Context: an optimization exercise on an open-source flow, tuned for small area, a short achievable clock period and few clock cycles per item. The choices shown serve that exercise and are no tape-out recipe.
At most, simulation tests tie the RTL to the original design; equivalence was not proved.
No functional check of the RTL was part of run 1.

==> flow/design.v (outline; a module is shown in full before it is edited, if it fits) <==
// module bmp32: 5892 lines
module bmp32 (
    input  wire        clk,
    input  wire        rst,
    input  wire        req_valid,
    output wire        req_ready,
    input  wire [15:0] req_hdr,
    input  wire [63:0] req_arg,
    input  wire [31:0] req_w0,
    output reg         resp_valid,
    output reg  [2:0]  resp_err,
    output reg  [31:0] resp_val,
    output reg  [31:0] resp_r0
);
  // ...
==> flow/run.sh <==
#!/bin/bash
# synth_recipe.tcl (not shown) runs the flow's synth.tcl, then flattens the netlist and writes it again
# the make line also repeats each setting of config.mk as NAME=value (left out here)
make -C /OpenROAD-flow-scripts/flow DESIGN_CONFIG=/design/flow/config.mk WORK_HOME=/design/flow/orfs CLKGATE_MAP_FILE= SYNTH_SCRIPT=/design/flow/synth_recipe.tcl finish
==> flow/config.mk <==
export PLATFORM = sky130hd
export DESIGN_NAME = bmp32
export DESIGN_NICKNAME = bmp32
export VERILOG_FILES = /design/flow/design.v
export SDC_FILE = /design/flow/constraint.sdc
export NUM_CORES = 4
export LEC_CHECK = 0
export CAP_MARGIN = 20
export CORE_MARGIN = 2
export CORE_UTILIZATION = 40
export SLEW_MARGIN = 20
==> flow/constraint.sdc <==
create_clock -name core_clock -period 40.0 [get_ports {clk}]
set_input_delay 8.0000 -clock core_clock [delete_from_list [all_inputs] [get_ports {clk}]]
set_output_delay 8.0000 -clock core_clock [all_outputs]
set_load 0.01 [all_outputs]
==> run notes, run 1 <==
The number of levels the H-tree was split into came out at 2. The count of endpoints failing hold in the final timing report is 0. The number of cells upsized or downsized after cts is 0. The clock tree buffer count of the final layout is 56.

Broken down by cell family, the worst path's largest delay share belongs to buffers and inverters. The highest achievable clock rate is 102 MHz. The count of filler cells inserted in the layout came out at 11844.

The launch point of the critical path is resp_val[13]$_DFF_P_. The multi-input gate area in the final layout came out at 35000 sq um. The antenna diode instance count is 3.

The most crowded layer after global routing is met2. The biggest fanout along the worst timing path is 2. The post-synthesis cell count is 5017. The final routed DRC violation total is 0. The wire length on met1 is 64.8 mm. The run finished with no timing, DRC or antenna violations. The total nets after synthesis came out at 6276. Counting the buffers created by CTS gives 47. The number of DRC violations after detailed-routing iteration 0 came out at 3052. The fraction of standard cell area in multi-input logic came out at 65.2%. The number of cells traversed by the worst register-to-register path is 24. Counting tap cells, the placed design contains a total of 6640 instances. The setup TNS is 0 ps. Summing every instance area after synthesis gives 48800 sq um.

In this run the number of cells on the critical path is 1. On the final layout, the worst clock skew is 38.9 ps. The count of multi-input combinational gates came out at 3392. The fraction of standard cell area that is sequential is 17.1%. The detailed router used layers up to and including met5. The signal on the critical path passes through clkdlybuf4s50_1.
==> inputs of run 2 (changes only) <==
--- a/flow/design.v
+++ b/flow/design.v
@@ -339,16 +339,74 @@
     wire ta_c324;
     wire ta_s325;
     wire ta_c326;
     wire ta_s327;
     wire ta_c328;
     wire ta_s329;
     wire ta_c330;
     wire [31:0] tgtA_a, tgtA_b, tgtA;
+    wire [31:0] tgtA_p, tgtA_g, tgtA_c;
+    wire tgtA_G0, tgtA_P0;
+    wire tgtA_G1, tgtA_P1;
+    wire tgtA_G2, tgtA_P2;
+    wire tgtA_G3, tgtA_P3;
+    wire tgtA_G4, tgtA_P4;
+    wire tgtA_G5, tgtA_P5;
+    wire tgtA_G6, tgtA_P6;
+    wire tgtA_G7, tgtA_P7;
+    wire tgtA_G8, tgtA_P8;
+    wire tgtA_G9, tgtA_P9;
+    wire tgtA_G10, tgtA_P10;
+    wire tgtA_G11, tgtA_P11;
+    wire tgtA_G12, tgtA_P12;
+    wire tgtA_G13, tgtA_P13;
+    wire tgtA_G14, tgtA_P14;
+    wire tgtA_G15, tgtA_P15;
+    wire tgtA_G16, tgtA_P16;
+    wire tgtA_G17, tgtA_P17;
+    wire tgtA_G18, tgtA_P18;
+    wire tgtA_G19, tgtA_P19;
+    wire tgtA_G20, tgtA_P20;
+    wire tgtA_G21, tgtA_P21;
+    wire tgtA_G22, tgtA_P22;
+    wire tgtA_G23, tgtA_P23;
+    wire tgtA_G24, tgtA_P24;
+    wire tgtA_G25, tgtA_P25;
+    wire tgtA_G26, tgtA_P26;
+    wire tgtA_G27, tgtA_P27;
+    wire tgtA_G28, tgtA_P28;
+    wire tgtA_G29, tgtA_P29;
+    wire tgtA_G30, tgtA_P30;
+    wire tgtA_G31, tgtA_P31;
+    wire tgtA_G32, tgtA_P32;
+    wire tgtA_G33, tgtA_P33;
+    wire tgtA_G34, tgtA_P34;
+    wire tgtA_G35, tgtA_P35;
+    wire tgtA_G36, tgtA_P36;
+    wire tgtA_G37, tgtA_P37;
+    wire tgtA_G38, tgtA_P38;
+    wire tgtA_G39, tgtA_P39;
+    wire tgtA_G40, tgtA_P40;
+    wire tgtA_G41, tgtA_P41;
+    wire tgtA_G42, tgtA_P42;
+    wire tgtA_G43, tgtA_P43;
+    wire tgtA_G44, tgtA_P44;
+    wire tgtA_G45, tgtA_P45;
+    wire tgtA_G46, tgtA_P46;
+    wire tgtA_G47, tgtA_P47;
+    wire tgtA_G48, tgtA_P48;
+    wire tgtA_G49, tgtA_P49;
+    wire tgtA_G50, tgtA_P50;
+    wire tgtA_G51, tgtA_P51;
+    wire tgtA_G52, tgtA_P52;
+    wire tgtA_G53, tgtA_P53;
+    wire tgtA_G54, tgtA_P54;
+    wire tgtA_G55, tgtA_P55;
+    wire tgtA_G56, tgtA_P56;
     wire s1_x0;
     wire s1_x1;
     wire s1_x2;
     wire s1_x3;
     wire s1_x4;
     wire s1_x5;
     wire s1_x6;
     wire s1_x7;
@@ -857,16 +915,74 @@
     wire s1_c510;
     wire s1_s511;
     wire s1_c512;
     wire s1_s513;
     wire s1_c514;
     wire s1_s515;
     wire s1_c516;
     wire [31:0] p1_a, p1_b, p1;
+    wire [31:0] p1_p, p1_g, p1_c;
+    wire p1_G0, p1_P0;
+    wire p1_G1, p1_P1;
+    wire p1_G2, p1_P2;
+    wire p1_G3, p1_P3;
+    wire p1_G4, p1_P4;
+    wire p1_G5, p1_P5;
+    wire p1_G6, p1_P6;
+    wire p1_G7, p1_P7;
+    wire p1_G8, p1_P8;
+    wire p1_G9, p1_P9;
+    wire p1_G10, p1_P10;
+    wire p1_G11, p1_P11;
+    wire p1_G12, p1_P12;
+    wire p1_G13, p1_P13;
+    wire p1_G14, p1_P14;
+    wire p1_G15, p1_P15;
+    wire p1_G16, p1_P16;
+    wire p1_G17, p1_P17;
+    wire p1_G18, p1_P18;
+    wire p1_G19, p1_P19;
+    wire p1_G20, p1_P20;
+    wire p1_G21, p1_P21;
+    wire p1_G22, p1_P22;
+    wire p1_G23, p1_P23;
+    wire p1_G24, p1_P24;
+    wire p1_G25, p1_P25;
+    wire p1_G26, p1_P26;
+    wire p1_G27, p1_P27;
+    wire p1_G28, p1_P28;
+    wire p1_G29, p1_P29;
+    wire p1_G30, p1_P30;
+    wire p1_G31, p1_P31;
+    wire p1_G32, p1_P32;
+    wire p1_G33, p1_P33;
+    wire p1_G34, p1_P34;
+    wire p1_G35, p1_P35;
+    wire p1_G36, p1_P36;
+    wire p1_G37, p1_P37;
+    wire p1_G38, p1_P38;
+    wire p1_G39, p1_P39;
+    wire p1_G40, p1_P40;
+    wire p1_G41, p1_P41;
+    wire p1_G42, p1_P42;
+    wire p1_G43, p1_P43;
+    wire p1_G44, p1_P44;
+    wire p1_G45, p1_P45;
+    wire p1_G46, p1_P46;
+    wire p1_G47, p1_P47;
+    wire p1_G48, p1_P48;
+    wire p1_G49, p1_P49;
+    wire p1_G50, p1_P50;
+    wire p1_G51, p1_P51;
+    wire p1_G52, p1_P52;
+    wire p1_G53, p1_P53;
+    wire p1_G54, p1_P54;
+    wire p1_G55, p1_P55;
+    wire p1_G56, p1_P56;
     wire s2_x0;
     wire s2_x1;
     wire s2_x2;
     wire s2_x3;
     wire s2_x4;
     wire s2_x5;
     wire s2_x6;
     wire s2_x7;
@@ -1435,16 +1551,74 @@
     wire s2_c570;
     wire s2_s571;
     wire s2_c572;
     wire s2_s573;
     wire s2_c574;
     wire s2_s575;
     wire s2_c576;
     wire [31:0] p2_a, p2_b, p2;
+    wire [31:0] p2_p, p2_g, p2_c;
+    wire p2_G0, p2_P0;
+    wire p2_G1, p2_P1;
+    wire p2_G2, p2_P2;
+    wire p2_G3, p2_P3;
+    wire p2_G4, p2_P4;
+    wire p2_G5, p2_P5;
+    wire p2_G6, p2_P6;
+    wire p2_G7, p2_P7;
+    wire p2_G8, p2_P8;
+    wire p2_G9, p2_P9;
+    wire p2_G10, p2_P10;
+    wire p2_G11, p2_P11;
+    wire p2_G12, p2_P12;
+    wire p2_G13, p2_P13;
+    wire p2_G14, p2_P14;
+    wire p2_G15, p2_P15;
+    wire p2_G16, p2_P16;
+    wire p2_G17, p2_P17;
+    wire p2_G18, p2_P18;
+    wire p2_G19, p2_P19;
+    wire p2_G20, p2_P20;
+    wire p2_G21, p2_P21;
+    wire p2_G22, p2_P22;
+    wire p2_G23, p2_P23;
+    wire p2_G24, p2_P24;
+    wire p2_G25, p2_P25;
+    wire p2_G26, p2_P26;
+    wire p2_G27, p2_P27;
+    wire p2_G28, p2_P28;
+    wire p2_G29, p2_P29;
+    wire p2_G30, p2_P30;
+    wire p2_G31, p2_P31;
+    wire p2_G32, p2_P32;
+    wire p2_G33, p2_P33;
+    wire p2_G34, p2_P34;
+    wire p2_G35, p2_P35;
+    wire p2_G36, p2_P36;
+    wire p2_G37, p2_P37;
+    wire p2_G38, p2_P38;
+    wire p2_G39, p2_P39;
+    wire p2_G40, p2_P40;
+    wire p2_G41, p2_P41;
+    wire p2_G42, p2_P42;
+    wire p2_G43, p2_P43;
+    wire p2_G44, p2_P44;
+    wire p2_G45, p2_P45;
+    wire p2_G46, p2_P46;
+    wire p2_G47, p2_P47;
+    wire p2_G48, p2_P48;
+    wire p2_G49, p2_P49;
+    wire p2_G50, p2_P50;
+    wire p2_G51, p2_P51;
+    wire p2_G52, p2_P52;
+    wire p2_G53, p2_P53;
+    wire p2_G54, p2_P54;
+    wire p2_G55, p2_P55;
+    wire p2_G56, p2_P56;
     wire qd_p0;
     wire qd_p1;
     wire qd_p2;
     wire qd_p3;
     wire qd_p4;
     wire qd_p5;
     wire qd_p6;
     wire qd_p7;
@@ -2878,16 +3052,105 @@
     wire qd_c1435;
     wire qd_s1436;
     wire qd_c1437;
     wire qd_s1438;
     wire qd_c1439;
     wire qd_s1440;
     wire qd_c1441;
     wire [47:0] qD_a, qD_b, qD;
+    wire [47:0] qD_p, qD_g, qD_c;
+    wire qD_G0, qD_P0;
+    wire qD_G1, qD_P1;
+    wire qD_G2, qD_P2;
+    wire qD_G3, qD_P3;
+    wire qD_G4, qD_P4;
+    wire qD_G5, qD_P5;
+    wire qD_G6, qD_P6;
+    wire qD_G7, qD_P7;
+    wire qD_G8, qD_P8;
+    wire qD_G9, qD_P9;
+    wire qD_G10, qD_P10;
+    wire qD_G11, qD_P11;
+    wire qD_G12, qD_P12;
+    wire qD_G13, qD_P13;
+    wire qD_G14, qD_P14;
+    wire qD_G15, qD_P15;
+    wire qD_G16, qD_P16;
+    wire qD_G17, qD_P17;
+    wire qD_G18, qD_P18;
+    wire qD_G19, qD_P19;
+    wire qD_G20, qD_P20;
+    wire qD_G21, qD_P21;
+    wire qD_G22, qD_P22;
+    wire qD_G23, qD_P23;
+    wire qD_G24, qD_P24;
+    wire qD_G25, qD_P25;
+    wire qD_G26, qD_P26;
+    wire qD_G27, qD_P27;
+    wire qD_G28, qD_P28;
+    wire qD_G29, qD_P29;
+    wire qD_G30, qD_P30;
+    wire qD_G31, qD_P31;
+    wire qD_G32, qD_P32;
+    wire qD_G33, qD_P33;
+    wire qD_G34, qD_P34;
+    wire qD_G35, qD_P35;
+    wire qD_G36, qD_P36;
+    wire qD_G37, qD_P37;
+    wire qD_G38, qD_P38;
+    wire qD_G39, qD_P39;
+    wire qD_G40, qD_P40;
+    wire qD_G41, qD_P41;
+    wire qD_G42, qD_P42;
+    wire qD_G43, qD_P43;
+    wire qD_G44, qD_P44;
+    wire qD_G45, qD_P45;
+    wire qD_G46, qD_P46;
+    wire qD_G47, qD_P47;
+    wire qD_G48, qD_P48;
+    wire qD_G49, qD_P49;
+    wire qD_G50, qD_P50;
+    wire qD_G51, qD_P51;
+    wire qD_G52, qD_P52;
+    wire qD_G53, qD_P53;
+    wire qD_G54, qD_P54;
+    wire qD_G55, qD_P55;
+    wire qD_G56, qD_P56;
+    wire qD_G57, qD_P57;
+    wire qD_G58, qD_P58;
+    wire qD_G59, qD_P59;
+    wire qD_G60, qD_P60;
+    wire qD_G61, qD_P61;
+    wire qD_G62, qD_P62;
+    wire qD_G63, qD_P63;
+    wire qD_G64, qD_P64;
+    wire qD_G65, qD_P65;
+    wire qD_G66, qD_P66;
+    wire qD_G67, qD_P67;
+    wire qD_G68, qD_P68;
+    wire qD_G69, qD_P69;
+    wire qD_G70, qD_P70;
+    wire qD_G71, qD_P71;
+    wire qD_G72, qD_P72;
+    wire qD_G73, qD_P73;
+    wire qD_G74, qD_P74;
+    wire qD_G75, qD_P75;
+    wire qD_G76, qD_P76;
+    wire qD_G77, qD_P77;
+    wire qD_G78, qD_P78;
+    wire qD_G79, qD_P79;
+    wire qD_G80, qD_P80;
+    wire qD_G81, qD_P81;
+    wire qD_G82, qD_P82;
+    wire qD_G83, qD_P83;
+    wire qD_G84, qD_P84;
+    wire qD_G85, qD_P85;
+    wire qD_G86, qD_P86;
+    wire qD_G87, qD_P87;
     reg        rdy_q;
     assign req_ready = rdy_q;
     wire       acc  = req_valid & rdy_q;
     wire [3:0] iop  = req_hdr[3:0];
     wire       use_w = (iop == 4'h2) | (iop == 4'h4);
     wire       nb_long_in = (iop == 4'h6) & ~req_arg[31] & (|req_arg[30:16]);
     reg        v0;
     reg  [3:0] op0;
@@ -3338,17 +3601,134 @@
     assign ta_s325 = ta_s267 ^ ta_c203 ^ ta_c266;
     assign ta_c326 = (ta_s267 & ta_c203) | (ta_s267 & ta_c266) | (ta_c203 & ta_c266);
     assign ta_s327 = ta_s269 ^ ta_c207 ^ ta_c268;
     assign ta_c328 = (ta_s269 & ta_c207) | (ta_s269 & ta_c268) | (ta_c207 & ta_c268);
     assign ta_s329 = ~ta_s271 ^ ta_c211 ^ ta_c270;
     assign ta_c330 = (~ta_s271 & ta_c211) | (~ta_s271 & ta_c270) | (ta_c211 & ta_c270);
     assign tgtA_a = {~ta_s329, ~ta_s327, ~ta_s325, ~ta_s323, ta_s321, ~ta_s319, ~ta_s317, ~ta_s315, ~ta_s313, ~ta_s311, ta_s309, ta_s307, ta_s305, ~ta_s303, ta_s301, ta_s299, ta_s297, ta_s295, ta_s293, ta_s291, ta_s289, ta_s287, ta_s285, ta_s283, ta_s281, ta_s279, ta_s277, ta_s275, ta_s273, mA[2], mA[1], mA[0]};
     assign tgtA_b = {~ta_c328, ~ta_c326, ~ta_c324, ta_c322, ~ta_c320, ~ta_c318, ~ta_c316, ~ta_c314, ~ta_c312, ta_c310, ta_c308, ta_c306, ~ta_c304, ta_c302, ta_c300, ta_c298, ta_c296, ta_c294, ta_c292, ta_c290, ta_c288, ta_c286, ta_c284, ta_c282, ta_c280, ta_c278, ta_c276, ta_c274, Sc[3], Sc[2], Sc[1], Sc[0]};
-    assign tgtA = tgtA_a + tgtA_b;
+    assign tgtA_p = tgtA_a ^ tgtA_b;
+    assign tgtA_g = tgtA_a & tgtA_b;
+    assign tgtA_G0 = tgtA_g[1] | (tgtA_p[1] & tgtA_g[0]);
+    assign tgtA_P0 = 1'b0;
+    assign tgtA_G1 = tgtA_g[3] | (tgtA_p[3] & tgtA_g[2]);
+    assign tgtA_P1 = tgtA_p[3] & tgtA_p[2];
+    assign tgtA_G2 = tgtA_g[5] | (tgtA_p[5] & tgtA_g[4]);
+    assign tgtA_P2 = tgtA_p[5] & tgtA_p[4];
+    assign tgtA_G3 = tgtA_g[7] | (tgtA_p[7] & tgtA_g[6]);
+    assign tgtA_P3 = tgtA_p[7] & tgtA_p[6];
+    assign tgtA_G4 = tgtA_g[9] | (tgtA_p[9] & tgtA_g[8]);
+    assign tgtA_P4 = tgtA_p[9] & tgtA_p[8];
+    assign tgtA_G5 = tgtA_g[11] | (tgtA_p[11] & tgtA_g[10]);
+    assign tgtA_P5 = tgtA_p[11] & tgtA_p[10];
+    assign tgtA_G6 = tgtA_g[13] | (tgtA_p[13] & tgtA_g[12]);
+    assign tgtA_P6 = tgtA_p[13] & tgtA_p[12];
+    assign tgtA_G7 = tgtA_g[15] | (tgtA_p[15] & tgtA_g[14]);
+    assign tgtA_P7 = tgtA_p[15] & tgtA_p[14];
+    assign tgtA_G8 = tgtA_g[17] | (tgtA_p[17] & tgtA_g[16]);
+    assign tgtA_P8 = tgtA_p[17] & tgtA_p[16];
+    assign tgtA_G9 = tgtA_g[19] | (tgtA_p[19] & tgtA_g[18]);
+    assign tgtA_P9 = tgtA_p[19] & tgtA_p[18];
+    assign tgtA_G10 = tgtA_g[21] | (tgtA_p[21] & tgtA_g[20]);
+    assign tgtA_P10 = tgtA_p[21] & tgtA_p[20];
+    assign tgtA_G11 = tgtA_g[23] | (tgtA_p[23] & tgtA_g[22]);
+    assign tgtA_P11 = tgtA_p[23] & tgtA_p[22];
+    assign tgtA_G12 = tgtA_g[25] | (tgtA_p[25] & tgtA_g[24]);
+    assign tgtA_P12 = tgtA_p[25] & tgtA_p[24];
+    assign tgtA_G13 = tgtA_g[27] | (tgtA_p[27] & tgtA_g[26]);
+    assign tgtA_P13 = tgtA_p[27] & tgtA_p[26];
+    assign tgtA_G14 = tgtA_g[29] | (tgtA_p[29] & tgtA_g[28]);
+    assign tgtA_P14 = tgtA_p[29] & tgtA_p[28];
+    assign tgtA_G15 = tgtA_g[31] | (tgtA_p[31] & tgtA_g[30]);
+    assign tgtA_P15 = tgtA_p[31] & tgtA_p[30];
+    assign tgtA_G16 = tgtA_G1 | (tgtA_P1 & tgtA_G0);
+    assign tgtA_P16 = 1'b0;
+    assign tgtA_G17 = tgtA_G3 | (tgtA_P3 & tgtA_G2);
+    assign tgtA_P17 = tgtA_P3 & tgtA_P2;
+    assign tgtA_G18 = tgtA_G5 | (tgtA_P5 & tgtA_G4);
+    assign tgtA_P18 = tgtA_P5 & tgtA_P4;
+    assign tgtA_G19 = tgtA_G7 | (tgtA_P7 & tgtA_G6);
+    assign tgtA_P19 = tgtA_P7 & tgtA_P6;
+    assign tgtA_G20 = tgtA_G9 | (tgtA_P9 & tgtA_G8);
+    assign tgtA_P20 = tgtA_P9 & tgtA_P8;
+    assign tgtA_G21 = tgtA_G11 | (tgtA_P11 & tgtA_G10);
+    assign tgtA_P21 = tgtA_P11 & tgtA_P10;
+    assign tgtA_G22 = tgtA_G13 | (tgtA_P13 & tgtA_G12);
+    assign tgtA_P22 = tgtA_P13 & tgtA_P12;
+    assign tgtA_G23 = tgtA_G15 | (tgtA_P15 & tgtA_G14);
+    assign tgtA_P23 = tgtA_P15 & tgtA_P14;
+    assign tgtA_G24 = tgtA_G17 | (tgtA_P17 & tgtA_G16);
+    assign tgtA_P24 = 1'b0;
+    assign tgtA_G25 = tgtA_G19 | (tgtA_P19 & tgtA_G18);
+    assign tgtA_P25 = tgtA_P19 & tgtA_P18;
+    assign tgtA_G26 = tgtA_G21 | (tgtA_P21 & tgtA_G20);
+    assign tgtA_P26 = tgtA_P21 & tgtA_P20;
+    assign tgtA_G27 = tgtA_G23 | (tgtA_P23 & tgtA_G22);
+    assign tgtA_P27 = tgtA_P23 & tgtA_P22;
+    assign tgtA_G28 = tgtA_G25 | (tgtA_P25 & tgtA_G24);
+    assign tgtA_P28 = 1'b0;
+    assign tgtA_G29 = tgtA_G27 | (tgtA_P27 & tgtA_G26);
+    assign tgtA_P29 = tgtA_P27 & tgtA_P26;
+    assign tgtA_G30 = tgtA_G29 | (tgtA_P29 & tgtA_G28);
+    assign tgtA_P30 = 1'b0;
+    assign tgtA_G31 = tgtA_G26 | (tgtA_P26 & tgtA_G28);
+    assign tgtA_P31 = 1'b0;
+    assign tgtA_G32 = tgtA_G18 | (tgtA_P18 & tgtA_G24);
+    assign tgtA_P32 = 1'b0;
+    assign tgtA_G33 = tgtA_G20 | (tgtA_P20 & tgtA_G28);
+    assign tgtA_P33 = 1'b0;
+    assign tgtA_G34 = tgtA_G22 | (tgtA_P22 & tgtA_G31);
+    assign tgtA_P34 = 1'b0;
+    assign tgtA_G35 = tgtA_G2 | (tgtA_P2 & tgtA_G16);
+    assign tgtA_P35 = 1'b0;
+    assign tgtA_G36 = tgtA_G4 | (tgtA_P4 & tgtA_G24);
+    assign tgtA_P36 = 1'b0;
+    assign tgtA_G37 = tgtA_G6 | (tgtA_P6 & tgtA_G32);
+    assign tgtA_P37 = 1'b0;
+    assign tgtA_G38 = tgtA_G8 | (tgtA_P8 & tgtA_G28);
+    assign tgtA_P38 = 1'b0;
+    assign tgtA_G39 = tgtA_G10 | (tgtA_P10 & tgtA_G33);
+    assign tgtA_P39 = 1'b0;
+    assign tgtA_G40 = tgtA_G12 | (tgtA_P12 & tgtA_G31);
+    assign tgtA_P40 = 1'b0;
+    assign tgtA_G41 = tgtA_G14 | (tgtA_P14 & tgtA_G34);
+    assign tgtA_P41 = 1'b0;
+    assign tgtA_G42 = tgtA_g[2] | (tgtA_p[2] & tgtA_G0);
+    assign tgtA_P42 = 1'b0;
+    assign tgtA_G43 = tgtA_g[4] | (tgtA_p[4] & tgtA_G16);
+    assign tgtA_P43 = 1'b0;
+    assign tgtA_G44 = tgtA_g[6] | (tgtA_p[6] & tgtA_G35);
+    assign tgtA_P44 = 1'b0;
+    assign tgtA_G45 = tgtA_g[8] | (tgtA_p[8] & tgtA_G24);
+    assign tgtA_P45 = 1'b0;
+    assign tgtA_G46 = tgtA_g[10] | (tgtA_p[10] & tgtA_G36);
+    assign tgtA_P46 = 1'b0;
+    assign tgtA_G47 = tgtA_g[12] | (tgtA_p[12] & tgtA_G32);
+    assign tgtA_P47 = 1'b0;
+    assign tgtA_G48 = tgtA_g[14] | (tgtA_p[14] & tgtA_G37);
+    assign tgtA_P48 = 1'b0;
+    assign tgtA_G49 = tgtA_g[16] | (tgtA_p[16] & tgtA_G28);
+    assign tgtA_P49 = 1'b0;
+    assign tgtA_G50 = tgtA_g[18] | (tgtA_p[18] & tgtA_G38);
+    assign tgtA_P50 = 1'b0;
+    assign tgtA_G51 = tgtA_g[20] | (tgtA_p[20] & tgtA_G33);
+    assign tgtA_P51 = 1'b0;
+    assign tgtA_G52 = tgtA_g[22] | (tgtA_p[22] & tgtA_G39);
+    assign tgtA_P52 = 1'b0;
+    assign tgtA_G53 = tgtA_g[24] | (tgtA_p[24] & tgtA_G31);
+    assign tgtA_P53 = 1'b0;
+    assign tgtA_G54 = tgtA_g[26] | (tgtA_p[26] & tgtA_G40);
+    assign tgtA_P54 = 1'b0;
+    assign tgtA_G55 = tgtA_g[28] | (tgtA_p[28] & tgtA_G34);
+    assign tgtA_P55 = 1'b0;
+    assign tgtA_G56 = tgtA_g[30] | (tgtA_p[30] & tgtA_G41);
+    assign tgtA_P56 = 1'b0;
+    assign tgtA_c = {tgtA_G56, tgtA_G41, tgtA_G55, tgtA_G34, tgtA_G54, tgtA_G40, tgtA_G53, tgtA_G31, tgtA_G52, tgtA_G39, tgtA_G51, tgtA_G33, tgtA_G50, tgtA_G38, tgtA_G49, tgtA_G28, tgtA_G48, tgtA_G37, tgtA_G47, tgtA_G32, tgtA_G46, tgtA_G36, tgtA_G45, tgtA_G24, tgtA_G44, tgtA_G35, tgtA_G43, tgtA_G16, tgtA_G42, tgtA_G0, tgtA_g[0], 1'b0};
+    assign tgtA = tgtA_p ^ tgtA_c;
     assign s1_x0 = suB ^ ~xB[0];
     assign s1_x1 = suB ^ ~xB[1];
     assign s1_x2 = suB ^ ~xB[2];
     assign s1_x3 = suB ^ ~xB[3];
     assign s1_x4 = suB ^ ~xB[4];
     assign s1_x5 = suB ^ ~xB[5];
     assign s1_x6 = suB ^ ~xB[6];
     assign s1_x7 = suB ^ ~xB[7];
@@ -3858,17 +4238,134 @@
     assign s1_s511 = s1_s452 ^ s1_c389 ^ s1_c451;
     assign s1_c512 = (s1_s452 & s1_c389) | (s1_s452 & s1_c451) | (s1_c389 & s1_c451);
     assign s1_s513 = s1_s454 ^ s1_c393 ^ s1_c453;
     assign s1_c514 = (s1_s454 & s1_c393) | (s1_s454 & s1_c453) | (s1_c393 & s1_c453);
     assign s1_s515 = s1_s456 ^ s1_c397 ^ s1_c455;
     assign s1_c516 = (s1_s456 & s1_c397) | (s1_s456 & s1_c455) | (s1_c397 & s1_c455);
     assign p1_a = {s1_s515, s1_s513, s1_s511, s1_s509, s1_s507, s1_s505, s1_s503, s1_s501, s1_s499, s1_s497, s1_s495, s1_s493, s1_s491, s1_s489, s1_s487, s1_s485, s1_s483, s1_s481, s1_s479, s1_s477, s1_s475, s1_s473, s1_s471, s1_s469, s1_s467, s1_s465, s1_s463, s1_s461, s1_s459, s1_s458, s1_x1, s1_x0};
     assign p1_b = {s1_c514, s1_c512, s1_c510, s1_c508, s1_c506, s1_c504, s1_c502, s1_c500, s1_c498, s1_c496, s1_c494, s1_c492, s1_c490, s1_c488, s1_c486, s1_c484, s1_c482, s1_c480, s1_c478, s1_c476, s1_c474, s1_c472, s1_c470, s1_c468, s1_c466, s1_c464, s1_c462, s1_c460, s1_x2, ~xB[0], 1'b0, ~suB};
-    assign p1 = p1_a + p1_b;
+    assign p1_p = p1_a ^ p1_b;
+    assign p1_g = p1_a & p1_b;
+    assign p1_G0 = p1_g[1] | (p1_p[1] & p1_g[0]);
+    assign p1_P0 = 1'b0;
+    assign p1_G1 = p1_g[3] | (p1_p[3] & p1_g[2]);
+    assign p1_P1 = p1_p[3] & p1_p[2];
+    assign p1_G2 = p1_g[5] | (p1_p[5] & p1_g[4]);
+    assign p1_P2 = p1_p[5] & p1_p[4];
+    assign p1_G3 = p1_g[7] | (p1_p[7] & p1_g[6]);
+    assign p1_P3 = p1_p[7] & p1_p[6];
+    assign p1_G4 = p1_g[9] | (p1_p[9] & p1_g[8]);
+    assign p1_P4 = p1_p[9] & p1_p[8];
+    assign p1_G5 = p1_g[11] | (p1_p[11] & p1_g[10]);
+    assign p1_P5 = p1_p[11] & p1_p[10];
+    assign p1_G6 = p1_g[13] | (p1_p[13] & p1_g[12]);
+    assign p1_P6 = p1_p[13] & p1_p[12];
+    assign p1_G7 = p1_g[15] | (p1_p[15] & p1_g[14]);
+    assign p1_P7 = p1_p[15] & p1_p[14];
+    assign p1_G8 = p1_g[17] | (p1_p[17] & p1_g[16]);
+    assign p1_P8 = p1_p[17] & p1_p[16];
+    assign p1_G9 = p1_g[19] | (p1_p[19] & p1_g[18]);
+    assign p1_P9 = p1_p[19] & p1_p[18];
+    assign p1_G10 = p1_g[21] | (p1_p[21] & p1_g[20]);
+    assign p1_P10 = p1_p[21] & p1_p[20];
+    assign p1_G11 = p1_g[23] | (p1_p[23] & p1_g[22]);
+    assign p1_P11 = p1_p[23] & p1_p[22];
+    assign p1_G12 = p1_g[25] | (p1_p[25] & p1_g[24]);
+    assign p1_P12 = p1_p[25] & p1_p[24];
+    assign p1_G13 = p1_g[27] | (p1_p[27] & p1_g[26]);
+    assign p1_P13 = p1_p[27] & p1_p[26];
+    assign p1_G14 = p1_g[29] | (p1_p[29] & p1_g[28]);
+    assign p1_P14 = p1_p[29] & p1_p[28];
+    assign p1_G15 = p1_g[31] | (p1_p[31] & p1_g[30]);
+    assign p1_P15 = p1_p[31] & p1_p[30];
+    assign p1_G16 = p1_G1 | (p1_P1 & p1_G0);
+    assign p1_P16 = 1'b0;
+    assign p1_G17 = p1_G3 | (p1_P3 & p1_G2);
+    assign p1_P17 = p1_P3 & p1_P2;
+    assign p1_G18 = p1_G5 | (p1_P5 & p1_G4);
+    assign p1_P18 = p1_P5 & p1_P4;
+    assign p1_G19 = p1_G7 | (p1_P7 & p1_G6);
+    assign p1_P19 = p1_P7 & p1_P6;
+    assign p1_G20 = p1_G9 | (p1_P9 & p1_G8);
+    assign p1_P20 = p1_P9 & p1_P8;
+    assign p1_G21 = p1_G11 | (p1_P11 & p1_G10);
+    assign p1_P21 = p1_P11 & p1_P10;
+    assign p1_G22 = p1_G13 | (p1_P13 & p1_G12);
+    assign p1_P22 = p1_P13 & p1_P12;
+    assign p1_G23 = p1_G15 | (p1_P15 & p1_G14);
+    assign p1_P23 = p1_P15 & p1_P14;
+    assign p1_G24 = p1_G17 | (p1_P17 & p1_G16);
+    assign p1_P24 = 1'b0;
+    assign p1_G25 = p1_G19 | (p1_P19 & p1_G18);
+    assign p1_P25 = p1_P19 & p1_P18;
+    assign p1_G26 = p1_G21 | (p1_P21 & p1_G20);
+    assign p1_P26 = p1_P21 & p1_P20;
+    assign p1_G27 = p1_G23 | (p1_P23 & p1_G22);
+    assign p1_P27 = p1_P23 & p1_P22;
+    assign p1_G28 = p1_G25 | (p1_P25 & p1_G24);
+    assign p1_P28 = 1'b0;
+    assign p1_G29 = p1_G27 | (p1_P27 & p1_G26);
+    assign p1_P29 = p1_P27 & p1_P26;
+    assign p1_G30 = p1_G29 | (p1_P29 & p1_G28);
+    assign p1_P30 = 1'b0;
+    assign p1_G31 = p1_G26 | (p1_P26 & p1_G28);
+    assign p1_P31 = 1'b0;
+    assign p1_G32 = p1_G18 | (p1_P18 & p1_G24);
+    assign p1_P32 = 1'b0;
+    assign p1_G33 = p1_G20 | (p1_P20 & p1_G28);
+    assign p1_P33 = 1'b0;
+    assign p1_G34 = p1_G22 | (p1_P22 & p1_G31);
+    assign p1_P34 = 1'b0;
+    assign p1_G35 = p1_G2 | (p1_P2 & p1_G16);
+    assign p1_P35 = 1'b0;
+    assign p1_G36 = p1_G4 | (p1_P4 & p1_G24);
+    assign p1_P36 = 1'b0;
+    assign p1_G37 = p1_G6 | (p1_P6 & p1_G32);
+    assign p1_P37 = 1'b0;
+    assign p1_G38 = p1_G8 | (p1_P8 & p1_G28);
+    assign p1_P38 = 1'b0;
+    assign p1_G39 = p1_G10 | (p1_P10 & p1_G33);
+    assign p1_P39 = 1'b0;
+    assign p1_G40 = p1_G12 | (p1_P12 & p1_G31);
+    assign p1_P40 = 1'b0;
+    assign p1_G41 = p1_G14 | (p1_P14 & p1_G34);
+    assign p1_P41 = 1'b0;
+    assign p1_G42 = p1_g[2] | (p1_p[2] & p1_G0);
+    assign p1_P42 = 1'b0;
+    assign p1_G43 = p1_g[4] | (p1_p[4] & p1_G16);
+    assign p1_P43 = 1'b0;
+    assign p1_G44 = p1_g[6] | (p1_p[6] & p1_G35);
+    assign p1_P44 = 1'b0;
+    assign p1_G45 = p1_g[8] | (p1_p[8] & p1_G24);
+    assign p1_P45 = 1'b0;
+    assign p1_G46 = p1_g[10] | (p1_p[10] & p1_G36);
+    assign p1_P46 = 1'b0;
+    assign p1_G47 = p1_g[12] | (p1_p[12] & p1_G32);
+    assign p1_P47 = 1'b0;
+    assign p1_G48 = p1_g[14] | (p1_p[14] & p1_G37);
+    assign p1_P48 = 1'b0;
+    assign p1_G49 = p1_g[16] | (p1_p[16] & p1_G28);
+    assign p1_P49 = 1'b0;
+    assign p1_G50 = p1_g[18] | (p1_p[18] & p1_G38);
+    assign p1_P50 = 1'b0;
+    assign p1_G51 = p1_g[20] | (p1_p[20] & p1_G33);
+    assign p1_P51 = 1'b0;
+    assign p1_G52 = p1_g[22] | (p1_p[22] & p1_G39);
+    assign p1_P52 = 1'b0;
+    assign p1_G53 = p1_g[24] | (p1_p[24] & p1_G31);
+    assign p1_P53 = 1'b0;
+    assign p1_G54 = p1_g[26] | (p1_p[26] & p1_G40);
+    assign p1_P54 = 1'b0;
+    assign p1_G55 = p1_g[28] | (p1_p[28] & p1_G34);
+    assign p1_P55 = 1'b0;
+    assign p1_G56 = p1_g[30] | (p1_p[30] & p1_G41);
+    assign p1_P56 = 1'b0;
+    assign p1_c = {p1_G56, p1_G41, p1_G55, p1_G34, p1_G54, p1_G40, p1_G53, p1_G31, p1_G52, p1_G39, p1_G51, p1_G33, p1_G50, p1_G38, p1_G49, p1_G28, p1_G48, p1_G37, p1_G47, p1_G32, p1_G46, p1_G36, p1_G45, p1_G24, p1_G44, p1_G35, p1_G43, p1_G16, p1_G42, p1_G0, p1_g[0], 1'b0};
+    assign p1 = p1_p ^ p1_c;
     assign s2_x0 = su2 ^ Y2[0];
     assign s2_x1 = su2 ^ Y2[1];
     assign s2_x2 = su2 ^ Y2[2];
     assign s2_x3 = su2 ^ Y2[3];
     assign s2_x4 = su2 ^ Y2[4];
     assign s2_x5 = su2 ^ Y2[5];
     assign s2_x6 = su2 ^ Y2[6];
     assign s2_x7 = su2 ^ Y2[7];
@@ -4438,17 +4935,134 @@
     assign s2_s571 = s2_s515 ^ s2_c452 ^ s2_c514;
     assign s2_c572 = (s2_s515 & s2_c452) | (s2_s515 & s2_c514) | (s2_c452 & s2_c514);
     assign s2_s573 = s2_s517 ^ s2_c456 ^ s2_c516;
     assign s2_c574 = (s2_s517 & s2_c456) | (s2_s517 & s2_c516) | (s2_c456 & s2_c516);
     assign s2_s575 = s2_s519 ^ s2_c460 ^ s2_c518;
     assign s2_c576 = (s2_s519 & s2_c460) | (s2_s519 & s2_c518) | (s2_c460 & s2_c518);
     assign p2_a = {s2_s575, s2_s573, s2_s571, s2_s569, s2_s567, s2_s565, s2_s563, s2_s561, s2_s559, s2_s557, s2_s555, s2_s553, s2_s551, s2_s549, s2_s547, s2_s545, s2_s543, s2_s541, s2_s539, s2_s537, s2_s535, s2_s533, s2_s531, s2_s529, s2_s527, s2_s525, s2_s523, s2_s521, s2_x3, s2_x2, s2_x1, s2_x0};
     assign p2_b = {s2_c574, s2_c572, s2_c570, s2_c568, s2_c566, s2_c564, s2_c562, s2_c560, s2_c558, s2_c556, s2_c554, s2_c552, s2_c550, s2_c548, s2_c546, s2_c544, s2_c542, s2_c540, s2_c538, s2_c536, s2_c534, s2_c532, s2_c530, s2_c528, s2_c526, s2_c524, s2_c522, ~su2, Y2[1], Y2[0], 1'b0, su2};
-    assign p2 = p2_a + p2_b;
+    assign p2_p = p2_a ^ p2_b;
+    assign p2_g = p2_a & p2_b;
+    assign p2_G0 = p2_g[1] | (p2_p[1] & p2_g[0]);
+    assign p2_P0 = 1'b0;
+    assign p2_G1 = p2_g[3] | (p2_p[3] & p2_g[2]);
+    assign p2_P1 = p2_p[3] & p2_p[2];
+    assign p2_G2 = p2_g[5] | (p2_p[5] & p2_g[4]);
+    assign p2_P2 = p2_p[5] & p2_p[4];
+    assign p2_G3 = p2_g[7] | (p2_p[7] & p2_g[6]);
+    assign p2_P3 = p2_p[7] & p2_p[6];
+    assign p2_G4 = p2_g[9] | (p2_p[9] & p2_g[8]);
+    assign p2_P4 = p2_p[9] & p2_p[8];
+    assign p2_G5 = p2_g[11] | (p2_p[11] & p2_g[10]);
+    assign p2_P5 = p2_p[11] & p2_p[10];
+    assign p2_G6 = p2_g[13] | (p2_p[13] & p2_g[12]);
+    assign p2_P6 = p2_p[13] & p2_p[12];
+    assign p2_G7 = p2_g[15] | (p2_p[15] & p2_g[14]);
+    assign p2_P7 = p2_p[15] & p2_p[14];
+    assign p2_G8 = p2_g[17] | (p2_p[17] & p2_g[16]);
+    assign p2_P8 = p2_p[17] & p2_p[16];
+    assign p2_G9 = p2_g[19] | (p2_p[19] & p2_g[18]);
+    assign p2_P9 = p2_p[19] & p2_p[18];
+    assign p2_G10 = p2_g[21] | (p2_p[21] & p2_g[20]);
+    assign p2_P10 = p2_p[21] & p2_p[20];
+    assign p2_G11 = p2_g[23] | (p2_p[23] & p2_g[22]);
+    assign p2_P11 = p2_p[23] & p2_p[22];
+    assign p2_G12 = p2_g[25] | (p2_p[25] & p2_g[24]);
+    assign p2_P12 = p2_p[25] & p2_p[24];
+    assign p2_G13 = p2_g[27] | (p2_p[27] & p2_g[26]);
+    assign p2_P13 = p2_p[27] & p2_p[26];
+    assign p2_G14 = p2_g[29] | (p2_p[29] & p2_g[28]);
+    assign p2_P14 = p2_p[29] & p2_p[28];
+    assign p2_G15 = p2_g[31] | (p2_p[31] & p2_g[30]);
+    assign p2_P15 = p2_p[31] & p2_p[30];
+    assign p2_G16 = p2_G1 | (p2_P1 & p2_G0);
+    assign p2_P16 = 1'b0;
+    assign p2_G17 = p2_G3 | (p2_P3 & p2_G2);
+    assign p2_P17 = p2_P3 & p2_P2;
+    assign p2_G18 = p2_G5 | (p2_P5 & p2_G4);
+    assign p2_P18 = p2_P5 & p2_P4;
+    assign p2_G19 = p2_G7 | (p2_P7 & p2_G6);
+    assign p2_P19 = p2_P7 & p2_P6;
+    assign p2_G20 = p2_G9 | (p2_P9 & p2_G8);
+    assign p2_P20 = p2_P9 & p2_P8;
+    assign p2_G21 = p2_G11 | (p2_P11 & p2_G10);
+    assign p2_P21 = p2_P11 & p2_P10;
+    assign p2_G22 = p2_G13 | (p2_P13 & p2_G12);
+    assign p2_P22 = p2_P13 & p2_P12;
+    assign p2_G23 = p2_G15 | (p2_P15 & p2_G14);
+    assign p2_P23 = p2_P15 & p2_P14;
+    assign p2_G24 = p2_G17 | (p2_P17 & p2_G16);
+    assign p2_P24 = 1'b0;
+    assign p2_G25 = p2_G19 | (p2_P19 & p2_G18);
+    assign p2_P25 = p2_P19 & p2_P18;
+    assign p2_G26 = p2_G21 | (p2_P21 & p2_G20);
+    assign p2_P26 = p2_P21 & p2_P20;
+    assign p2_G27 = p2_G23 | (p2_P23 & p2_G22);
+    assign p2_P27 = p2_P23 & p2_P22;
+    assign p2_G28 = p2_G25 | (p2_P25 & p2_G24);
+    assign p2_P28 = 1'b0;
+    assign p2_G29 = p2_G27 | (p2_P27 & p2_G26);
+    assign p2_P29 = p2_P27 & p2_P26;
+    assign p2_G30 = p2_G29 | (p2_P29 & p2_G28);
+    assign p2_P30 = 1'b0;
+    assign p2_G31 = p2_G26 | (p2_P26 & p2_G28);
+    assign p2_P31 = 1'b0;
+    assign p2_G32 = p2_G18 | (p2_P18 & p2_G24);
+    assign p2_P32 = 1'b0;
+    assign p2_G33 = p2_G20 | (p2_P20 & p2_G28);
+    assign p2_P33 = 1'b0;
+    assign p2_G34 = p2_G22 | (p2_P22 & p2_G31);
+    assign p2_P34 = 1'b0;
+    assign p2_G35 = p2_G2 | (p2_P2 & p2_G16);
+    assign p2_P35 = 1'b0;
+    assign p2_G36 = p2_G4 | (p2_P4 & p2_G24);
+    assign p2_P36 = 1'b0;
+    assign p2_G37 = p2_G6 | (p2_P6 & p2_G32);
+    assign p2_P37 = 1'b0;
+    assign p2_G38 = p2_G8 | (p2_P8 & p2_G28);
+    assign p2_P38 = 1'b0;
+    assign p2_G39 = p2_G10 | (p2_P10 & p2_G33);
+    assign p2_P39 = 1'b0;
+    assign p2_G40 = p2_G12 | (p2_P12 & p2_G31);
+    assign p2_P40 = 1'b0;
+    assign p2_G41 = p2_G14 | (p2_P14 & p2_G34);
+    assign p2_P41 = 1'b0;
+    assign p2_G42 = p2_g[2] | (p2_p[2] & p2_G0);
+    assign p2_P42 = 1'b0;
+    assign p2_G43 = p2_g[4] | (p2_p[4] & p2_G16);
+    assign p2_P43 = 1'b0;
+    assign p2_G44 = p2_g[6] | (p2_p[6] & p2_G35);
+    assign p2_P44 = 1'b0;
+    assign p2_G45 = p2_g[8] | (p2_p[8] & p2_G24);
+    assign p2_P45 = 1'b0;
+    assign p2_G46 = p2_g[10] | (p2_p[10] & p2_G36);
+    assign p2_P46 = 1'b0;
+    assign p2_G47 = p2_g[12] | (p2_p[12] & p2_G32);
+    assign p2_P47 = 1'b0;
+    assign p2_G48 = p2_g[14] | (p2_p[14] & p2_G37);
+    assign p2_P48 = 1'b0;
+    assign p2_G49 = p2_g[16] | (p2_p[16] & p2_G28);
+    assign p2_P49 = 1'b0;
+    assign p2_G50 = p2_g[18] | (p2_p[18] & p2_G38);
+    assign p2_P50 = 1'b0;
+    assign p2_G51 = p2_g[20] | (p2_p[20] & p2_G33);
+    assign p2_P51 = 1'b0;
+    assign p2_G52 = p2_g[22] | (p2_p[22] & p2_G39);
+    assign p2_P52 = 1'b0;
+    assign p2_G53 = p2_g[24] | (p2_p[24] & p2_G31);
+    assign p2_P53 = 1'b0;
+    assign p2_G54 = p2_g[26] | (p2_p[26] & p2_G40);
+    assign p2_P54 = 1'b0;
+    assign p2_G55 = p2_g[28] | (p2_p[28] & p2_G34);
+    assign p2_P55 = 1'b0;
+    assign p2_G56 = p2_g[30] | (p2_p[30] & p2_G41);
+    assign p2_P56 = 1'b0;
+    assign p2_c = {p2_G56, p2_G41, p2_G55, p2_G34, p2_G54, p2_G40, p2_G53, p2_G31, p2_G52, p2_G39, p2_G51, p2_G33, p2_G50, p2_G38, p2_G49, p2_G28, p2_G48, p2_G37, p2_G47, p2_G32, p2_G46, p2_G36, p2_G45, p2_G24, p2_G44, p2_G35, p2_G43, p2_G16, p2_G42, p2_G0, p2_g[0], 1'b0};
+    assign p2 = p2_p ^ p2_c;
     assign qd_p0 = u3[0] & ch[0];
     assign qd_p1 = u3[1] & ch[0];
     assign qd_p2 = u3[2] & ch[0];
     assign qd_p3 = u3[3] & ch[0];
     assign qd_p4 = u3[4] & ch[0];
     assign qd_p5 = u3[5] & ch[0];
     assign qd_p6 = u3[6] & ch[0];
     assign qd_p7 = u3[7] & ch[0];
@@ -5883,10 +6497,189 @@
     assign qd_s1436 = qd_s1348 ^ qd_c1263 ^ qd_c1347;
     assign qd_c1437 = (qd_s1348 & qd_c1263) | (qd_s1348 & qd_c1347) | (qd_c1263 & qd_c1347);
     assign qd_s1438 = qd_s1350 ^ qd_c1265 ^ qd_c1349;
     assign qd_c1439 = (qd_s1350 & qd_c1265) | (qd_s1350 & qd_c1349) | (qd_c1265 & qd_c1349);
     assign qd_s1440 = qd_p479 ^ qd_p510 ^ qd_c1351;
     assign qd_c1441 = (qd_p479 & qd_p510) | (qd_p479 & qd_c1351) | (qd_p510 & qd_c1351);
     assign qD_a = {1'b0, qd_p511, qd_s1440, qd_s1438, qd_s1436, qd_s1434, qd_s1432, qd_s1430, qd_s1428, qd_s1426, qd_s1424, qd_s1422, qd_s1420, qd_s1418, qd_s1416, qd_s1414, qd_s1412, qd_s1410, qd_s1408, qd_s1406, qd_s1404, qd_s1402, qd_s1400, qd_s1398, qd_s1396, qd_s1394, qd_s1392, qd_s1390, qd_s1388, qd_s1386, qd_s1384, qd_s1382, qd_s1380, qd_s1378, qd_s1376, qd_s1374, qd_s1372, qd_s1370, qd_s1368, qd_s1366, qd_s1364, qd_s1362, qd_s1360, qd_s1358, qd_s1356, qd_s1354, qd_s1352, qd_p0};
     assign qD_b = {1'b0, qd_c1441, qd_c1439, qd_c1437, qd_c1435, qd_c1433, qd_c1431, qd_c1429, qd_c1427, qd_c1425, qd_c1423, qd_c1421, qd_c1419, qd_c1417, qd_c1415, qd_c1413, qd_c1411, qd_c1409, qd_c1407, qd_c1405, qd_c1403, qd_c1401, qd_c1399, qd_c1397, qd_c1395, qd_c1393, qd_c1391, qd_c1389, qd_c1387, qd_c1385, qd_c1383, qd_c1381, qd_c1379, qd_c1377, qd_c1375, qd_c1373, qd_c1371, qd_c1369, qd_c1367, qd_c1365, qd_c1363, qd_c1361, qd_c1359, qd_c1357, qd_c1355, qd_c1353, adD[1], adD[0]};
-    assign qD = qD_a + qD_b;
+    assign qD_p = qD_a ^ qD_b;
+    assign qD_g = qD_a & qD_b;
+    assign qD_G0 = qD_g[1] | (qD_p[1] & qD_g[0]);
+    assign qD_P0 = 1'b0;
+    assign qD_G1 = qD_g[3] | (qD_p[3] & qD_g[2]);
+    assign qD_P1 = qD_p[3] & qD_p[2];
+    assign qD_G2 = qD_g[5] | (qD_p[5] & qD_g[4]);
+    assign qD_P2 = qD_p[5] & qD_p[4];
+    assign qD_G3 = qD_g[7] | (qD_p[7] & qD_g[6]);
+    assign qD_P3 = qD_p[7] & qD_p[6];
+    assign qD_G4 = qD_g[9] | (qD_p[9] & qD_g[8]);
+    assign qD_P4 = qD_p[9] & qD_p[8];
+    assign qD_G5 = qD_g[11] | (qD_p[11] & qD_g[10]);
+    assign qD_P5 = qD_p[11] & qD_p[10];
+    assign qD_G6 = qD_g[13] | (qD_p[13] & qD_g[12]);
+    assign qD_P6 = qD_p[13] & qD_p[12];
+    assign qD_G7 = qD_g[15] | (qD_p[15] & qD_g[14]);
+    assign qD_P7 = qD_p[15] & qD_p[14];
+    assign qD_G8 = qD_g[17] | (qD_p[17] & qD_g[16]);
+    assign qD_P8 = qD_p[17] & qD_p[16];
+    assign qD_G9 = qD_g[19] | (qD_p[19] & qD_g[18]);
+    assign qD_P9 = qD_p[19] & qD_p[18];
+    assign qD_G10 = qD_g[21] | (qD_p[21] & qD_g[20]);
+    assign qD_P10 = qD_p[21] & qD_p[20];
+    assign qD_G11 = qD_g[23] | (qD_p[23] & qD_g[22]);
+    assign qD_P11 = qD_p[23] & qD_p[22];
+    assign qD_G12 = qD_g[25] | (qD_p[25] & qD_g[24]);
+    assign qD_P12 = qD_p[25] & qD_p[24];
+    assign qD_G13 = qD_g[27] | (qD_p[27] & qD_g[26]);
+    assign qD_P13 = qD_p[27] & qD_p[26];
+    assign qD_G14 = qD_g[29] | (qD_p[29] & qD_g[28]);
+    assign qD_P14 = qD_p[29] & qD_p[28];
+    assign qD_G15 = qD_g[31] | (qD_p[31] & qD_g[30]);
+    assign qD_P15 = qD_p[31] & qD_p[30];
+    assign qD_G16 = qD_g[33] | (qD_p[33] & qD_g[32]);
+    assign qD_P16 = qD_p[33] & qD_p[32];
+    assign qD_G17 = qD_g[35] | (qD_p[35] & qD_g[34]);
+    assign qD_P17 = qD_p[35] & qD_p[34];
+    assign qD_G18 = qD_g[37] | (qD_p[37] & qD_g[36]);
+    assign qD_P18 = qD_p[37] & qD_p[36];
+    assign qD_G19 = qD_g[39] | (qD_p[39] & qD_g[38]);
+    assign qD_P19 = qD_p[39] & qD_p[38];
+    assign qD_G20 = qD_g[41] | (qD_p[41] & qD_g[40]);
+    assign qD_P20 = qD_p[41] & qD_p[40];
+    assign qD_G21 = qD_g[43] | (qD_p[43] & qD_g[42]);
+    assign qD_P21 = qD_p[43] & qD_p[42];
+    assign qD_G22 = qD_g[45] | (qD_p[45] & qD_g[44]);
+    assign qD_P22 = qD_p[45] & qD_p[44];
+    assign qD_G23 = qD_g[47] | (qD_p[47] & qD_g[46]);
+    assign qD_P23 = qD_p[47] & qD_p[46];
+    assign qD_G24 = qD_G1 | (qD_P1 & qD_G0);
+    assign qD_P24 = 1'b0;
+    assign qD_G25 = qD_G3 | (qD_P3 & qD_G2);
+    assign qD_P25 = qD_P3 & qD_P2;
+    assign qD_G26 = qD_G5 | (qD_P5 & qD_G4);
+    assign qD_P26 = qD_P5 & qD_P4;
+    assign qD_G27 = qD_G7 | (qD_P7 & qD_G6);
+    assign qD_P27 = qD_P7 & qD_P6;
+    assign qD_G28 = qD_G9 | (qD_P9 & qD_G8);
+    assign qD_P28 = qD_P9 & qD_P8;
+    assign qD_G29 = qD_G11 | (qD_P11 & qD_G10);
+    assign qD_P29 = qD_P11 & qD_P10;
+    assign qD_G30 = qD_G13 | (qD_P13 & qD_G12);
+    assign qD_P30 = qD_P13 & qD_P12;
+    assign qD_G31 = qD_G15 | (qD_P15 & qD_G14);
+    assign qD_P31 = qD_P15 & qD_P14;
+    assign qD_G32 = qD_G17 | (qD_P17 & qD_G16);
+    assign qD_P32 = qD_P17 & qD_P16;
+    assign qD_G33 = qD_G19 | (qD_P19 & qD_G18);
+    assign qD_P33 = qD_P19 & qD_P18;
+    assign qD_G34 = qD_G21 | (qD_P21 & qD_G20);
+    assign qD_P34 = qD_P21 & qD_P20;
+    assign qD_G35 = qD_G23 | (qD_P23 & qD_G22);
+    assign qD_P35 = qD_P23 & qD_P22;
+    assign qD_G36 = qD_G25 | (qD_P25 & qD_G24);
+    assign qD_P36 = 1'b0;
+    assign qD_G37 = qD_G27 | (qD_P27 & qD_G26);
+    assign qD_P37 = qD_P27 & qD_P26;
+    assign qD_G38 = qD_G29 | (qD_P29 & qD_G28);
+    assign qD_P38 = qD_P29 & qD_P28;
+    assign qD_G39 = qD_G31 | (qD_P31 & qD_G30);
+    assign qD_P39 = qD_P31 & qD_P30;
+    assign qD_G40 = qD_G33 | (qD_P33 & qD_G32);
+    assign qD_P40 = qD_P33 & qD_P32;
+    assign qD_G41 = qD_G35 | (qD_P35 & qD_G34);
+    assign qD_P41 = qD_P35 & qD_P34;
+    assign qD_G42 = qD_G37 | (qD_P37 & qD_G36);
+    assign qD_P42 = 1'b0;
+    assign qD_G43 = qD_G39 | (qD_P39 & qD_G38);
+    assign qD_P43 = qD_P39 & qD_P38;
+    assign qD_G44 = qD_G41 | (qD_P41 & qD_G40);
+    assign qD_P44 = qD_P41 & qD_P40;
+    assign qD_G45 = qD_G43 | (qD_P43 & qD_G42);
+    assign qD_P45 = 1'b0;
+    assign qD_G46 = qD_G44 | (qD_P44 & qD_G45);
+    assign qD_P46 = 1'b0;
+    assign qD_G47 = qD_G38 | (qD_P38 & qD_G42);
+    assign qD_P47 = 1'b0;
+    assign qD_G48 = qD_G40 | (qD_P40 & qD_G45);
+    assign qD_P48 = 1'b0;
+    assign qD_G49 = qD_G26 | (qD_P26 & qD_G36);
+    assign qD_P49 = 1'b0;
+    assign qD_G50 = qD_G28 | (qD_P28 & qD_G42);
+    assign qD_P50 = 1'b0;
+    assign qD_G51 = qD_G30 | (qD_P30 & qD_G47);
+    assign qD_P51 = 1'b0;
+    assign qD_G52 = qD_G32 | (qD_P32 & qD_G45);
+    assign qD_P52 = 1'b0;
+    assign qD_G53 = qD_G34 | (qD_P34 & qD_G48);
+    assign qD_P53 = 1'b0;
+    assign qD_G54 = qD_G2 | (qD_P2 & qD_G24);
+    assign qD_P54 = 1'b0;
+    assign qD_G55 = qD_G4 | (qD_P4 & qD_G36);
+    assign qD_P55 = 1'b0;
+    assign qD_G56 = qD_G6 | (qD_P6 & qD_G49);
+    assign qD_P56 = 1'b0;
+    assign qD_G57 = qD_G8 | (qD_P8 & qD_G42);
+    assign qD_P57 = 1'b0;
+    assign qD_G58 = qD_G10 | (qD_P10 & qD_G50);
+    assign qD_P58 = 1'b0;
+    assign qD_G59 = qD_G12 | (qD_P12 & qD_G47);
+    assign qD_P59 = 1'b0;
+    assign qD_G60 = qD_G14 | (qD_P14 & qD_G51);
+    assign qD_P60 = 1'b0;
+    assign qD_G61 = qD_G16 | (qD_P16 & qD_G45);
+    assign qD_P61 = 1'b0;
+    assign qD_G62 = qD_G18 | (qD_P18 & qD_G52);
+    assign qD_P62 = 1'b0;
+    assign qD_G63 = qD_G20 | (qD_P20 & qD_G48);
+    assign qD_P63 = 1'b0;
+    assign qD_G64 = qD_G22 | (qD_P22 & qD_G53);
+    assign qD_P64 = 1'b0;
+    assign qD_G65 = qD_g[2] | (qD_p[2] & qD_G0);
+    assign qD_P65 = 1'b0;
+    assign qD_G66 = qD_g[4] | (qD_p[4] & qD_G24);
+    assign qD_P66 = 1'b0;
+    assign qD_G67 = qD_g[6] | (qD_p[6] & qD_G54);
+    assign qD_P67 = 1'b0;
+    assign qD_G68 = qD_g[8] | (qD_p[8] & qD_G36);
+    assign qD_P68 = 1'b0;
+    assign qD_G69 = qD_g[10] | (qD_p[10] & qD_G55);
+    assign qD_P69 = 1'b0;
+    assign qD_G70 = qD_g[12] | (qD_p[12] & qD_G49);
+    assign qD_P70 = 1'b0;
+    assign qD_G71 = qD_g[14] | (qD_p[14] & qD_G56);
+    assign qD_P71 = 1'b0;
+    assign qD_G72 = qD_g[16] | (qD_p[16] & qD_G42);
+    assign qD_P72 = 1'b0;
+    assign qD_G73 = qD_g[18] | (qD_p[18] & qD_G57);
+    assign qD_P73 = 1'b0;
+    assign qD_G74 = qD_g[20] | (qD_p[20] & qD_G50);
+    assign qD_P74 = 1'b0;
+    assign qD_G75 = qD_g[22] | (qD_p[22] & qD_G58);
+    assign qD_P75 = 1'b0;
+    assign qD_G76 = qD_g[24] | (qD_p[24] & qD_G47);
+    assign qD_P76 = 1'b0;
+    assign qD_G77 = qD_g[26] | (qD_p[26] & qD_G59);
+    assign qD_P77 = 1'b0;
+    assign qD_G78 = qD_g[28] | (qD_p[28] & qD_G51);
+    assign qD_P78 = 1'b0;
+    assign qD_G79 = qD_g[30] | (qD_p[30] & qD_G60);
+    assign qD_P79 = 1'b0;
+    assign qD_G80 = qD_g[32] | (qD_p[32] & qD_G45);
+    assign qD_P80 = 1'b0;
+    assign qD_G81 = qD_g[34] | (qD_p[34] & qD_G61);
+    assign qD_P81 = 1'b0;
+    assign qD_G82 = qD_g[36] | (qD_p[36] & qD_G52);
+    assign qD_P82 = 1'b0;
+    assign qD_G83 = qD_g[38] | (qD_p[38] & qD_G62);
+    assign qD_P83 = 1'b0;
+    assign qD_G84 = qD_g[40] | (qD_p[40] & qD_G48);
+    assign qD_P84 = 1'b0;
+    assign qD_G85 = qD_g[42] | (qD_p[42] & qD_G63);
+    assign qD_P85 = 1'b0;
+    assign qD_G86 = qD_g[44] | (qD_p[44] & qD_G53);
+    assign qD_P86 = 1'b0;
+    assign qD_G87 = qD_g[46] | (qD_p[46] & qD_G64);
+    assign qD_P87 = 1'b0;
+    assign qD_c = {qD_G87, qD_G64, qD_G86, qD_G53, qD_G85, qD_G63, qD_G84, qD_G48, qD_G83, qD_G62, qD_G82, qD_G52, qD_G81, qD_G61, qD_G80, qD_G45, qD_G79, qD_G60, qD_G78, qD_G51, qD_G77, qD_G59, qD_G76, qD_G47, qD_G75, qD_G58, qD_G74, qD_G50, qD_G73, qD_G57, qD_G72, qD_G42, qD_G71, qD_G56, qD_G70, qD_G49, qD_G69, qD_G55, qD_G68, qD_G36, qD_G67, qD_G54, qD_G66, qD_G24, qD_G65, qD_G0, qD_g[0], 1'b0};
+    assign qD = qD_p ^ qD_c;
 endmodule
==> run 2 against run 1 <==
Compared with the run above:
- sequential share of layout area rose by 0.35 points
- critical path depth unchanged
- via count fell by 6.0%
- critical endpoint is now resp_r0[18]
- non-clock buffer count fell by 8
==> run notes, run 2 <==
The number of enable flip-flop cells after synthesis is 134 (unchanged). The total number of nets in the final design was 6174 (was 6323).

The total CTS buffers is 44 (was 47). The library cell contributing the largest single delay on the critical path is clkdlybuf4s50_1 (unchanged). The highest achievable clock rate is 103 MHz (was 102 MHz). The fraction of registers with async set/reset is 0% (unchanged). The worst hold slack is 313 ps (was 322 ps). The count of yosys warnings during synthesis is 1 (unchanged).

The initial core utilization is 40.4% (was 40.2%). The clock insertion delay at the later pin of the skew report came out at 620 ps (was 650 ps). The horizontal die dimension was 350 um (was 353 um). The setup TNS is 0 ps (unchanged). The number of vias in the routed layout came out at 33029 (was 35128). The total congestion overflow is 0 (unchanged). The critical path capture point type is an output pin (unchanged). The final antenna-violating net count came out at 0 (unchanged).

The launch point of the critical path is resp_r0[18]$_DFF_P_ (was resp_val[13]$_DFF_P_). The total nets after synthesis was 6128 (was 6276). The final setup violation count came out at 0 (unchanged). The total number of placement rows is 126 (was 128). The number of buffers added for setup after CTS is 0 (unchanged). The part of the cycle the worst path needs is 24.3% (was 24.6%).

The overall fraction of global-route tracks in use was 23.9% (was 24.7%). The area added between synthesis and finish came out at 10.1% (about the same). The height of the chip is 350 um (was 353 um). The hold-fix buffer count after cts came out at 0 (unchanged). The number of DRC violations after detailed-routing iteration 0 is 2580 (was 3052). The critical path's largest stage delay is 620 ps (was 630 ps). The most repeated cell in the gate-level netlist after synthesis is inv_1 (unchanged). The sum of routed wire length over all layers is 142 mm (was 152 mm). The biggest fanout along the worst timing path is 1 (was 2). The final routed DRC violation total is 0 (unchanged). The critical path class is reg2out (unchanged). The first-pass GRT wire length is 218 mm (was 232 mm). The final critical path time including I/O delays and setup came to 9720 ps (was 9850 ps). The average wire per standard cell is 21.9 um (was 22.6 um). The number of cells traversed by the worst register-to-register path was 27 (was 24). The clock sink count is 392 (unchanged). The clock transition at the registers of the reported paths is 80 ps (was 60 ps). Cell-by-cell trace of the critical path: clkdlybuf4s50_1 (unchanged). The gate family responsible for the most delay along the worst path is buffers and inverters (unchanged). The final estimated routing congestion in global placement was 0.940 (was 0.951).

The count of endpoints failing hold in the final timing report is 0 (unchanged). The required time at the endpoint of the critical path is 32000 ps (about the same). The total count of max-transition violations in the final report is 0 (unchanged).

The synthesized area is 47800 sq um (was 48800 sq um). The worst hold-check path type is reg2reg (unchanged). The top cell type's share of synthesized area came out at 39.9% (was 36.5%). The slew at the pin closest to its max-slew limit is 1260 ps (was 1190 ps). The first-pass iteration count of the detailed router came out at 7 (was 8). The total core area came out at 118000 sq um (was 121000 sq um). The sequential fraction of the synthesis area came out at 19.2% (was 18.8%).

The startpoint of the tightest hold check path is err1[1]$_SDFF_PP0_ (was side1[5]$_DFF_P_). The number of levels the H-tree was split into is 2 (unchanged). The initial antenna violation count was 14 (was 15). The full die area came out at 122000 sq um (was 125000 sq um).

The share of layout cells above drive strength 1 is 4.86% (was 5.62%). The most instantiated flip-flop cell in the synthesis netlist is dfxtp_1 (unchanged). Synth cell count leaders: inv_1, fa_1, nand2_1, and2_1, dfxtp_1 (unchanged).

The worst endpoint data arrival time came out at 1720 ps (was 1850 ps). The capturing point of the worst reg2reg path is resp_val[13]$_DFF_P_ (was resp_val[8]$_DFF_P_). The mean cell area of the mapped netlist came out at 9.93 sq um (was 9.73 sq um). The post-synthesis cell count came to 4816 (was 5017). The count of unique library cells instantiated by Yosys came out at 69 (was 82).

The I/O pin total came to 184 (unchanged). The number of global-route vias before repair was 35510 (was 36765). The largest area contributor in the netlist is fa_1 (unchanged). The detail-routed via count per cell came out at 5.08 (was 5.22). Main area contributors after synthesis: fa_1, dfxtp_1, inv_1 (was fa_1, dfxtp_1, edfxtp_1). The placed wire-length estimate was 110 mm (was 118 mm). The count of filler cells inserted in the layout came out at 11371 (was 11844). The kind of launch point of the worst setup path is a flip-flop (unchanged). The clock tree buffer depth was 3 (unchanged).

Leading cell types in the layout, fill and taps excluded: inv_1, fa_1, nand2_1 (unchanged). The critical register-to-register path startpoint is pc$_SDFF_PP0_ (unchanged). The maximum number of pins on one net before global-route repair came to 76 (was 72). The slack of the worst reg-to-reg path came out at 30580 ps (was 31350 ps). The sum of buffers and inverters on the critical path is 1 (unchanged). The sink of the worst hold path is err2[1]$_DFF_P_ (was side2[5]$_DFF_P_). The port buffer count came out at 150 (unchanged). The depth of the worst hold-timing path came out at 0 (unchanged). The number of max-cap violations is 0 (unchanged). The clock tree from TritonCTS is done (unchanged).

Status: complete, no violations (unchanged). The count of state elements after synthesis came out at 392 (unchanged). The most common cell after layout, fill and taps aside is inv_1 (unchanged). The root cell of the clock tree is clkbuf_16 (unchanged). The maximum clock skew at final layout came out at 52.6 ps (was 38.9 ps). RSZ-0062 raised after global routing: no (unchanged). The number of cells upsized or downsized after cts was 0 (unchanged). The headroom to the max-slew limit came out at 16.1% (was 20.5%).
run 2: cell types whose count changed in the layout (fill, tap and decap cells not counted), moves of 32 or more:
| cell | change |
|---|---|
| xnor2_1 | -49 |
| inv_1 | +69 |
| nor2b_1 | -35 |
| a21oi_1 | -32 |
| fa_1 | +63 |
| a21o_1 | -40 |
run 2: per-layer routing:
| metal | global-route usage, % | part of all wire [%] | vias up |
|---|---|---|---|
| met5 | 0 | 0.015 | - |
| met4 | 7.42 | 3.3 | 4 |
| met3 | 4.06 | 7.8 | 281 |
| met2 | 38.8 | 46 | 1341 |
| met1 | 32.7 | 43 | 16921 |
| li1 | - | - | 14482 |
run 2: stage by stage:
stage / instances / util [%] / cell area (sq um) / setup slack, ps
5_1_grt: 6498 / 44.5 / 52700 / 30210
3_5_place_dp: 6416 / 43.1 / 51000 / 30210
6_report: 6499 / 44.5 / 52700 / 30280
4_1_cts: 6498 / 44.5 / 52700 / 30280
2_1_floorplan: 4816 / - / 47800 / 30790
3_3_place_gp: 6413 / 43.0 / 51000 / 30200
run 2: kinds of logic (layout without fill, tap and decap cells):
group | after synthesis | after routing | share of synthesized area [%]
AND/OR/NAND/NOR | 1130 | 1130 | 11.4
XOR/XNOR | 267 | 267 | 4.93
flip-flops | 392 | 392 | 19.2
other | 1 | 2 | 0.00784
buffers and inverters | 1295 | 1377 | 10.2
multiplexers | 110 | 110 | 2.50
AO/OA/AOI/OAI | 424 | 424 | 5.52
adder cells (fa/ha/maj) | 1197 | 1197 | 46.3
run 2: worst max path at each step:
stage | end | cells past startpoint
final | resp_r0[18] | 1
after global routing | resp_val[13]$_DFF_P_ | 27
after CTS | resp_r0[19] | 1
after detailed placement | rdy_q$_SDFF_PP1_ | 4
after global placement | rdy_q$_SDFF_PP1_ | 4
after floorplan | wd0[10]$_DFF_P_ | 5
run 2: cell type report:
class                   instances  area [sq um]  share of cell area (%)
flip-flops and latches        392          9200                    17.5
multi-input cells            3129         33800                    64.2
diodes                          1          2.50                 0.00475
clock buffers                  55          1240                    2.36
clock inverters                27           374                   0.710
inverters                    1098          4120                    7.83
well taps                    1600          2000                    3.80
repair buffers                197          1900                    3.61
Testbench counts of run 2, summed over its fixed seeds: cycles 32,483, commands 32,000.

re-timing with driven ports:
No port has a modelled driver above. Below, the same layouts with a new extraction and two added sets of constraints.
Step 1: set_driving_cell puts a clkbuf_16 on clk and a buf_2 on each other input, an assumption about the parent block.
Step 2 times the ports against the registers' clock, not the clock port: input delays grow and output delays shrink by t, the midpoint of the rising clock arrivals with the driver on.
Three values: no drivers, after step 1, after step 2; two values: the first two.
| run | t, ns | setup slack, ns | hold slack, ns | pins driven straight from the clock port |
|---|---|---|---|---|
| run 1 | 0.698 | 30.148 / 30.080 / 30.240 | 0.322 / 0.322 / 0.322 | 1 |
| run 2 | 0.665 | 30.281 / 30.212 / 30.307 | 0.313 / 0.313 / 0.313 | 1 |
After both steps setup and hold are still met in every run listed.
